From an optimization exercise on the open Yosys and OpenROAD flow, aimed at small area, a short achievable clock period and few clock cycles; shortcuts taken in it are not production practice. The RTL was checked by simulation tests, not by an equivalence proof against the original design. Power is estimated from default activity; no workload was simulated.

<file path="flow/design.v">
module gefd (
    input  wire        clk,
    input  wire        rst,
    input  wire        in_valid,
    input  wire [2:0]  in_kind,    
    input  wire [3:0]  in_addr,    
    input  wire [32:0] in_data,    
    output wire        in_ready,
    output reg         tx_valid,
    output reg  [7:0]  tx_data,
    output reg         err_valid,
    output reg  [2:0]  err_code,
    output reg  [15:0] err_info,
    output reg         cell_valid,
    output reg  [31:0] cell_data,
    output reg         frame_valid,
    output reg         frame_occ,
    output reg         frame_mot,
    output reg  [31:0] frame_cnt,
    output reg  [15:0] frame_n,
    output reg         trig_valid,
    output reg  [31:0] trig_cnt
);
    localparam [7:0] MARKER    = 8'h2A;
    localparam [7:0] START_CMD = 8'h53;
    localparam [7:0] STOP_CMD  = 8'h58;
    localparam [2:0] K_RX = 3'd0, K_CFG = 3'd1, K_START = 3'd2, K_STOP = 3'd3, K_LINK = 3'd4;
    localparam [1:0] RS_IDLE = 2'd0, RS_RUN = 2'd1, RS_STOPPED = 2'd2, RS_HALTED = 2'd3;
    localparam [2:0] PH_HUNT = 3'd0, PH_CONFIRM = 3'd1, PH_THERM = 3'd2, PH_ARRAY = 3'd3,
                     PH_CSUM = 3'd4;
    localparam [1:0] P_NONE = 2'd0, P_CELL = 2'd1, P_FIN = 2'd2, P_END = 2'd3;
    reg [1:0]  runstate;
    reg [2:0]  phase;
    reg [7:0]  scancnt;
    reg [6:0]  fidx;
    reg        confok;
    reg [7:0]  csumacc;
    reg [7:0]  arrbuf [0:127];
    reg [31:0] pktcnt;
    reg [31:0] itercnt;
    reg [15:0] samples;
    reg [31:0] sum  [0:63];
    reg [31:0] prev [0:63];
    reg        prevvalid;
    reg        occ;
    reg        mot;
    reg [15:0] cfg_n;
    reg [15:0] cfg_occ_enter, cfg_occ_exit, cfg_mot_enter, cfg_mot_exit;
    reg [31:0] cfg_iter_limit;
    reg        cfg_trig_valid [0:7];
    reg [31:0] cfg_trig_count [0:7];
    reg [1:0]  proc;
    reg        emit;         
    reg [5:0]  cidx;         
    reg        half;         
    reg [3:0]  fstep;        
    reg signed [31:0] s_cur;
    reg signed [37:0] tsum;   
    reg [71:0] qs;            
    reg [71:0] qm;            
    reg signed [79:0] qocc;   
    reg [31:0] tmp;           
    reg        c_oen, c_oex, c_men;
    integer i;
    assign in_ready = (proc == P_NONE);
    wire       take = in_valid && in_ready;
    wire [7:0] b    = in_data[7:0];
    wire [2:0]  cell_r = cidx[5:3];
    wire [2:0]  cell_c = cidx[2:0];
    wire [5:0]  vk     = {cell_r, 3'd7 - cell_c};
    wire [6:0]  lo_idx = {vk, 1'b0};
    wire [6:0]  hi_idx = {vk, 1'b1};
    wire signed [31:0] f_cell = {{16{arrbuf[hi_idx][7]}}, arrbuf[hi_idx], arrbuf[lo_idx]};
    wire signed [31:0] s_new  = $signed(sum[cidx]) + f_cell;
    wire signed [32:0] d_cur  = {s_cur[31], s_cur} - {prev[cidx][31], prev[cidx]};
    reg  signed [38:0] mul_a, mul_b;
    wire signed [77:0] prod = mul_a * mul_b;
    always @(*) begin
        mul_a = 39'sd0;
        mul_b = 39'sd0;
        if (proc == P_CELL) begin
            if (!half) begin
                mul_a = {{7{s_new[31]}}, s_new};
                mul_b = {{7{s_new[31]}}, s_new};
            end else begin
                mul_a = {{6{d_cur[32]}}, d_cur};
                mul_b = {{6{d_cur[32]}}, d_cur};
            end
        end else if (proc == P_FIN) begin
            case (fstep)
                4'd0: begin mul_a = {tsum[37], tsum}; mul_b = {tsum[37], tsum}; end
                4'd1: begin mul_a = {23'd0, cfg_n}; mul_b = {23'd0, cfg_occ_enter}; end
                4'd3: begin mul_a = {23'd0, cfg_n}; mul_b = {23'd0, cfg_occ_exit}; end
                4'd5: begin mul_a = {23'd0, cfg_n}; mul_b = {23'd0, cfg_mot_enter}; end
                4'd7: begin mul_a = {23'd0, cfg_n}; mul_b = {23'd0, cfg_mot_exit}; end
                default: begin mul_a = {7'd0, tmp}; mul_b = {7'd0, tmp}; end
            endcase
        end
    end
    wire [63:0] prod_u  = prod[63:0];           
    wire [79:0] thr_occ = {10'd0, prod_u, 6'd0};   
    wire [79:0] thr_mot = {16'd0, prod_u};         
    wire c_oex_now = $signed(qocc) < $signed(thr_occ);    
    wire occ_new   = c_oen ? 1'b1 : (c_oex ? 1'b0 : occ);
    wire c_mex_now = {8'd0, qm} < thr_mot;               
    wire mot_new   = c_men ? (occ_new ? 1'b1 : mot) : (c_mex_now ? 1'b0 : mot);
    wire trig_hit = (cfg_trig_valid[0] && cfg_trig_count[0] == pktcnt) ||
                    (cfg_trig_valid[1] && cfg_trig_count[1] == pktcnt) ||
                    (cfg_trig_valid[2] && cfg_trig_count[2] == pktcnt) ||
                    (cfg_trig_valid[3] && cfg_trig_count[3] == pktcnt) ||
                    (cfg_trig_valid[4] && cfg_trig_count[4] == pktcnt) ||
                    (cfg_trig_valid[5] && cfg_trig_count[5] == pktcnt) ||
                    (cfg_trig_valid[6] && cfg_trig_count[6] == pktcnt) ||
                    (cfg_trig_valid[7] && cfg_trig_count[7] == pktcnt);
    wire cfg_legal = (cfg_n != 16'd0) && (cfg_occ_exit <= cfg_occ_enter) &&
                     (cfg_mot_exit <= cfg_mot_enter);
    task iter_end;
        begin
            phase   <= PH_HUNT;
            fidx    <= 7'd0;
            scancnt <= 8'd0;
            confok  <= 1'b0;
            if (cfg_iter_limit != 32'd0) begin
                itercnt <= itercnt + 32'd1;
                if (itercnt + 32'd1 == cfg_iter_limit) begin
                    tx_valid <= 1'b1;
                    tx_data  <= STOP_CMD;
                    runstate <= RS_STOPPED;
                end
            end
        end
    endtask
    task raise_err(input [2:0] code, input [15:0] info);
        begin
            err_valid <= 1'b1;
            err_code  <= code;
            err_info  <= info;
        end
    endtask
    always @(posedge clk) begin
        if (rst) begin
            runstate  <= RS_IDLE;
            phase     <= PH_HUNT;
            scancnt   <= 8'd0;
            fidx      <= 7'd0;
            confok    <= 1'b0;
            csumacc   <= 8'd0;
            pktcnt    <= 32'd0;
            itercnt   <= 32'd0;
            samples   <= 16'd0;
            prevvalid <= 1'b0;
            occ       <= 1'b0;
            mot       <= 1'b0;
            for (i = 0; i < 64; i = i + 1) begin
                sum[i]  <= 32'd0;
                prev[i] <= 32'd0;
            end
            cfg_n          <= 16'd1;
            cfg_occ_enter  <= 16'd30;
            cfg_occ_exit   <= 16'd25;
            cfg_mot_enter  <= 16'd20;
            cfg_mot_exit   <= 16'd13;
            cfg_iter_limit <= 32'd0;
            for (i = 0; i < 8; i = i + 1) begin
                cfg_trig_valid[i] <= 1'b0;
                cfg_trig_count[i] <= 32'd0;
            end
            proc        <= P_NONE;
            emit        <= 1'b0;
            cidx        <= 6'd0;
            half        <= 1'b0;
            fstep       <= 4'd0;
            tx_valid    <= 1'b0;
            tx_data     <= 8'd0;
            err_valid   <= 1'b0;
            err_code    <= 3'd0;
            err_info    <= 16'd0;
            cell_valid  <= 1'b0;
            cell_data   <= 32'd0;
            frame_valid <= 1'b0;
            frame_occ   <= 1'b0;
            frame_mot   <= 1'b0;
            frame_cnt   <= 32'd0;
            frame_n     <= 16'd0;
            trig_valid  <= 1'b0;
            trig_cnt    <= 32'd0;
        end else begin
            tx_valid    <= 1'b0;
            err_valid   <= 1'b0;
            cell_valid  <= 1'b0;
            frame_valid <= 1'b0;
            trig_valid  <= 1'b0;
            if (take) begin
                case (in_kind)
                K_RX: if (runstate == RS_RUN) begin
                    case (phase)
                    PH_HUNT: begin
                        if (scancnt == 8'd133) begin
                            scancnt <= 8'd134;
                            raise_err(3'd1, 16'd0);
                            iter_end;
                        end else begin
                            scancnt <= scancnt + 8'd1;
                            if (b == MARKER) begin
                                phase <= PH_CONFIRM;
                                fidx  <= 7'd0;
                            end
                        end
                    end
                    PH_CONFIRM: begin
                        if (fidx == 7'd0) begin
                            if (scancnt == 8'd133) begin
                                scancnt <= 8'd134;
                                raise_err(3'd1, 16'd0);
                                iter_end;
                            end else begin
                                scancnt <= scancnt + 8'd1;
                                confok  <= (b == MARKER);
                                fidx    <= 7'd1;
                            end
                        end else begin
                            scancnt <= scancnt + 8'd1;
                            if (confok && b == MARKER) begin
                                phase   <= PH_THERM;
                                fidx    <= 7'd0;
                                csumacc <= 8'd0;
                            end else begin
                                raise_err(3'd1, 16'd1);
                                iter_end;
                            end
                        end
                    end
                    PH_THERM: begin
                        csumacc <= csumacc + b;
                        if (fidx == 7'd0) begin
                            fidx <= 7'd1;
                        end else begin
                            phase <= PH_ARRAY;
                            fidx  <= 7'd0;
                        end
                    end
                    PH_ARRAY: begin
                        arrbuf[fidx] <= b;
                        csumacc      <= csumacc + b;
                        if (fidx == 7'd127) begin
                            phase <= PH_CSUM;
                            fidx  <= 7'd0;
                        end else begin
                            fidx <= fidx + 7'd1;
                        end
                    end
                    default: begin  
                        if (b == csumacc) begin
                            if (pktcnt == 32'hFFFF_FFFF) begin
                                raise_err(3'd5, 16'd0);
                                tx_valid <= 1'b1;
                                tx_data  <= STOP_CMD;
                                runstate <= RS_HALTED;
                            end else begin
                                pktcnt <= pktcnt + 32'd1;
                                emit   <= (samples + 16'd1 == cfg_n);
                                if (samples + 16'd1 == cfg_n)
                                    samples <= 16'd0;
                                else
                                    samples <= samples + 16'd1;
                                proc  <= P_CELL;
                                cidx  <= 6'd0;
                                half  <= 1'b0;
                                fstep <= 4'd0;
                                tsum  <= 38'sd0;
                                qs    <= 72'd0;
                                qm    <= 72'd0;
                            end
                        end else begin
                            raise_err(3'd2, {b, csumacc});
                            iter_end;
                        end
                    end
                    endcase
                end
                K_CFG: if (runstate == RS_IDLE) begin
                    case (in_addr)
                    4'd0: cfg_n          <= in_data[15:0];
                    4'd1: cfg_occ_enter  <= in_data[15:0];
                    4'd2: cfg_occ_exit   <= in_data[15:0];
                    4'd3: cfg_mot_enter  <= in_data[15:0];
                    4'd4: cfg_mot_exit   <= in_data[15:0];
                    4'd5: cfg_iter_limit <= in_data[31:0];
                    default: if (in_addr[3]) begin
                        cfg_trig_valid[in_addr[2:0]] <= in_data[32];
                        cfg_trig_count[in_addr[2:0]] <= in_data[31:0];
                    end
                    endcase
                end
                K_START: if (runstate == RS_IDLE) begin
                    if (cfg_legal) begin
                        tx_valid <= 1'b1;
                        tx_data  <= START_CMD;
                        runstate <= RS_RUN;
                    end else begin
                        raise_err(3'd4, 16'd0);
                    end
                end
                K_STOP: if (runstate == RS_RUN) begin
                    tx_valid <= 1'b1;
                    tx_data  <= STOP_CMD;
                    runstate <= RS_STOPPED;
                end
                K_LINK: if (runstate == RS_RUN) begin
                    raise_err(3'd3, {15'd0, in_data[0]});
                    if (in_data[0]) begin
                        tx_valid <= 1'b1;
                        tx_data  <= STOP_CMD;
                    end
                    runstate <= RS_HALTED;
                end
                default: ;
                endcase
            end
            case (proc)
            P_CELL: begin
                if (!emit) begin
                    sum[cidx] <= s_new;
                    cidx      <= cidx + 6'd1;
                    if (cidx == 6'd63)
                        proc <= P_END;
                end else if (!half) begin
                    s_cur <= s_new;
                    tsum  <= tsum + {{6{s_new[31]}}, s_new};
                    qs    <= qs + {8'd0, prod_u};
                    half  <= 1'b1;
                end else begin
                    qm         <= qm + {6'd0, prod[65:0]};
                    prev[cidx] <= s_cur;
                    sum[cidx]  <= 32'd0;
                    cell_valid <= 1'b1;
                    cell_data  <= s_cur;
                    half       <= 1'b0;
                    cidx       <= cidx + 6'd1;
                    if (cidx == 6'd63) begin
                        proc  <= P_FIN;
                        fstep <= 4'd0;
                    end
                end
            end
            P_FIN: begin
                fstep <= fstep + 4'd1;
                case (fstep)
                4'd0: qocc  <= $signed({2'd0, qs, 6'd0}) - $signed({{2{prod[77]}}, prod});
                4'd1, 4'd3, 4'd5, 4'd7: tmp <= prod[31:0];
                4'd2: c_oen <= $signed(qocc) > $signed(thr_occ);
                4'd4: c_oex <= c_oex_now;
                4'd6: c_men <= {8'd0, qm} > thr_mot;
                default: begin  
                    occ <= occ_new;
                    if (prevvalid)
                        mot <= mot_new;
                    prevvalid   <= 1'b1;
                    frame_valid <= 1'b1;
                    frame_occ   <= occ_new;
                    frame_mot   <= prevvalid ? mot_new : mot;
                    frame_cnt   <= pktcnt;
                    frame_n     <= cfg_n;
                    proc        <= P_END;
                end
                endcase
            end
            P_END: begin
                if (trig_hit) begin
                    trig_valid <= 1'b1;
                    trig_cnt   <= pktcnt;
                end
                iter_end;
                proc <= P_NONE;
            end
            default: ;
            endcase
        end
    end
endmodule
</file>
<file path="flow/config.mk">
export PLATFORM = sky130hd
export DESIGN_NAME = gefd
export DESIGN_NICKNAME = gefd
export VERILOG_FILES = /design/flow/design.v
export SDC_FILE = /design/flow/constraint.sdc
export NUM_CORES = 8
export LEC_CHECK = 0
export CAP_MARGIN = 20
export CORE_MARGIN = 2
export CORE_UTILIZATION = 40
export SLEW_MARGIN = 20
</file>
<file path="flow/constraint.sdc">
create_clock -name core_clock -period 18.0 [get_ports {clk}]
set_input_delay 3.6000 -clock core_clock [delete_from_list [all_inputs] [get_ports {clk}]]
set_output_delay 3.6000 -clock core_clock [all_outputs]
set_load 0.01 [all_outputs]
</file>
<file path="flow/run.sh">
#!/bin/bash
# synth_recipe.tcl (not shown) runs the flow's synth.tcl, then flattens the netlist and writes it again
# the make line also repeats each setting of config.mk as NAME=value (left out here)
make -C /OpenROAD-flow-scripts/flow DESIGN_CONFIG=/design/flow/config.mk WORK_HOME=/design/flow/orfs CLKGATE_MAP_FILE= SYNTH_SCRIPT=/design/flow/synth_recipe.tcl finish
</file>
==> run notes <==
* RR Startpoint: cidx[0]
* Largest net degree at the start of global routing at between 100 and 150
* Pins Over Slew Limit at 0
* CP Data Arrival Time at 18.61 ns
* Post-layout instance area at 0.3605 mm^2
* Post-DP HPWL at between 700000 and 800000 um
* Vias in the first global route at ~230k
* CP Max Fanout at 24
* Critical path type: reg2reg
* Ports at 190
* Total global routing track utilization at 0.2925
* Placed inst area at 0.3397 mm^2
* First-pass detailed-route iteration total at 9
* Commonest non-fill, non-tap cell in the layout: edfxtp_1
* Post-layout utilization of the core at 0.4551
* M1 WL at 460900 um
* Routability cong. at 0.9516
* Detailed Route Iter0 Violations at 35780
* Worst path max stage delay at 0.96 ns
* Met2 WL at 525100 um
* Max IR drop VDD at 0.0001241 V
* Hold Startpoint: cell_data[18]
* Final Hold Viols at 0
* Overall Power at 30.33 mW
* Commonest non-fill, non-tap cells in the layout: 5713 x edfxtp_1, 5165 x nor2_1, 1788 x nand2_1
* Final Critical Period at 17.54 ns
* Tightest Pin Transition at 1.377 ns
* Number of max-cap violations at 0
* Post-synth ARST share at 0
* Startpoint types: flop
* Core area at 0.7921 mm^2
* Synth Flop Type: edfxtp_1
* DRC at 0
* Setup Skew at 0.1240 ns
* PD cells at 84.13 mW/mm^2
* Required time worst endpoint at 19.07 ns
* First-pass GRT wire length at 1708000 um
* Syn Inst Count at 27380
* Avg WL per Cell at 31.19 um
* Reg2reg path depth at 63
* Worst setup path startpoint: cidx[0]
* Most used cell, CP: fa_1
* Die ar. at 0.8008 mm^2
* Post-synth EDFFs at roughly 5700
* Worst Slack Setup Final at 0.4640 ns
* FF-to-FF End: qs[70]
* DR top layer: met5
* Clock Path Buffers at 4
* Total number of vias at around 240k
* Slowest CP cell: a222oi_1
* Routed wire length on met3 at 160300 um
* Final Setup Violations at 0
* Nets at 29910
* Critical Path Sink: qs[70]
* Die width at 894.9 um
* CTS clk-pin slew, worst paths at roughly 0.060 ns
* Net count after synthesis at between 20000 and 30000
* R2R Setup Slk at 0.46 ns
* Number of CTS-inserted buffers at between 600 and 700
* Grt ovf at 0
* Max_slew headroom at 0.08181
* CTS tree: done
* Post-Syn Area at 0.3175 mm^2
* P_leak at around 130 nW
* Setup total negative slack at 0 ns
* Worst-skew pair later-pin latency at 1.23 ns
* F_max at between 0.05 and 0.06 GHz
* Area delta synth->final at 13.56%
* FP Rows at 327
* FF+latch count, synth at 6095
* Crit. End Element: flop
* Die Y at 894.9 um
* Sequential area share after synthesis at 0.5645
* Part of the cycle the worst path needs at 0.9742
* Total wire length at about 1200000 um
* Num Clock Sinks at a little over 6000
* Status: finished clean
* Avg Cell Area, Syn at 11.59 um^2
* Pre-CTS setup slack at -0.0003073 ns
* Distinct cells, synth at 103
* Vias per cell at between 6 and 7
* CTS Root Cell: clkbuf_16
* Hold Crit Class: reg2reg
* Initial antenna violation count at 103
* Port Buffer Count at 189
* Post-DRT Antenna Nets at 0
* Starting Density at 0.4008
* CTS H-tree lvls at 6
* Share of layout cells above drive strength 1 at 0.1046
* RSZ-0062 raised after global routing: no
* Warnings, synthesis at 1
==> synthesized netlist by cell type (377+ instances only) <==
library cell     n  share of area
nand3_1        429         0.0068
clkbuf_1      1785          0.021
nand2_1       1890          0.022
ha_1           734          0.029
nor2_1        5190          0.061
a221oi_1       377          0.010
fa_1          1543          0.097
xnor2_1        445          0.012
a22oi_1       1648          0.039
o21ai_0        625         0.0099
dfxtp_1        382          0.024
a21oi_1        861          0.014
inv_1         1762          0.021
edfxtp_1      5713           0.54
==> stage by stage <==
step | hold slack [ns] | cells
after CTS | 0.4441 | 38600
after global routing | 0.4594 | 38640
after detailed placement | 0.4358 | 37460
after floorplan | 0.4402 | 27380
after global placement | 0.4281 | 37450
final | 0.4418 | 38680
==> what timing repair did <==
action                                  CTS  global route
hold buffers                              0             0
setup buffers                             1            17
pin swaps                                 1             8
resized for setup                         1            52
hold endpoints to repair                  0             0
gates cloned                              0             2
endpoints found under the setup margin    2            57
==> critical path: cells and delay by family, from the launching register on <==
family                     cells  cell delay [ns]
DFF                            1             0.52
buffers and inverters         12             1.44
and+or+nand+nor               13             3.70
AOI/OAI and AO/OA             25             6.15
xor gates and xnor gates       2             0.32
adders and majority gates     11             5.18
==> registers in the layout (all words and copies together) (netlist names), 38 cells and up <==
register        flops
prev             2048
sum              2048
arrbuf           1024
cfg_trig_count    256
qocc               80
qm                 72
qs                 72
tsum               38
==> report_power, final <==
group	internal [mW]	total, mW	switching [mW]
Clock	7.08	13.0	5.91
Combinational	0.309	1.28	0.968
Sequential	15.9	16.1	0.156
Total	23.3	30.3	7.04
==> layout make-up <==
class / count / area [um^2]
clock buffer: 836 / 17060
tap: 10530 / 13170
sequential: 6095 / 179200
clock inverter: 308 / 2915
multi-input combinational: 17380 / 126100
antenna: 57 / 142.6
timing repair buffer: 1705 / 15180
inverter: 1774 / 6671
fill: 72040 / 431600
==> worst min path at each step <==
stage,endpoint,depth (start not counted)
4_1_cts,cell_data[18],2
2_1_floorplan,prevvalid,2
6_report,cell_data[18],2
3_5_place_dp,cell_data[9],2
3_3_place_gp,cell_data[18],2
5_1_grt,cell_data[18],2
==> kinds of logic after synthesis <==
group / Yosys count / synth area share
mux: 259 / 0.008982
flops: 6095 / 0.5645
simple gates: 8895 / 0.1180
fa+ha+maj: 2280 / 0.1263
buf+inv: 3909 / 0.04652
compound gates: 5176 / 0.1144
xor+xnor: 768 / 0.02126
==> metal layers <==
| metal | GRT usage | up-vias |
|---|---|---|
| li1 | - | 97690 |
| met1 | 0.3962 | 119100 |
| met4 | 0.1247 | 64 |
| met2 | 0.4385 | 16030 |
| met3 | 0.08715 | 2682 |
| met5 | 0 | - |
Testbench counts, summed over its fixed seeds: cycles 102,648.

-- re-timing with driven ports --
Ports are ideal in the flow. The routed layout listed here was re-timed in OpenROAD.
Step 1 (the two cells are an assumption about what drives the block):
set clk [get_ports {clk}]
set_driving_cell -lib_cell sky130_fd_sc_hd__clkbuf_16 $clk
set_driving_cell -lib_cell sky130_fd_sc_hd__buf_2 [delete_from_list [all_inputs] $clk]
Step 2 times the ports against the registers' clock, not the clock port: input delays grow and output delays shrink by t, the midpoint of the rising clock arrivals with the driver on.
Three values: ideal ports, drivers, drivers and shift; two values: the first two.
shift t [ns]: 1.308
slack for setup (ns): 0.464 / 0.464 / 0.464
worst register clock-pin slew, ns: 0.09 / 0.09
worst slew at a driven data input, ns: 0.70
After both steps this run still meets setup and hold. The setup slack of this run moves by 0.000 ns with the drivers and by 0.000 ns with both steps.
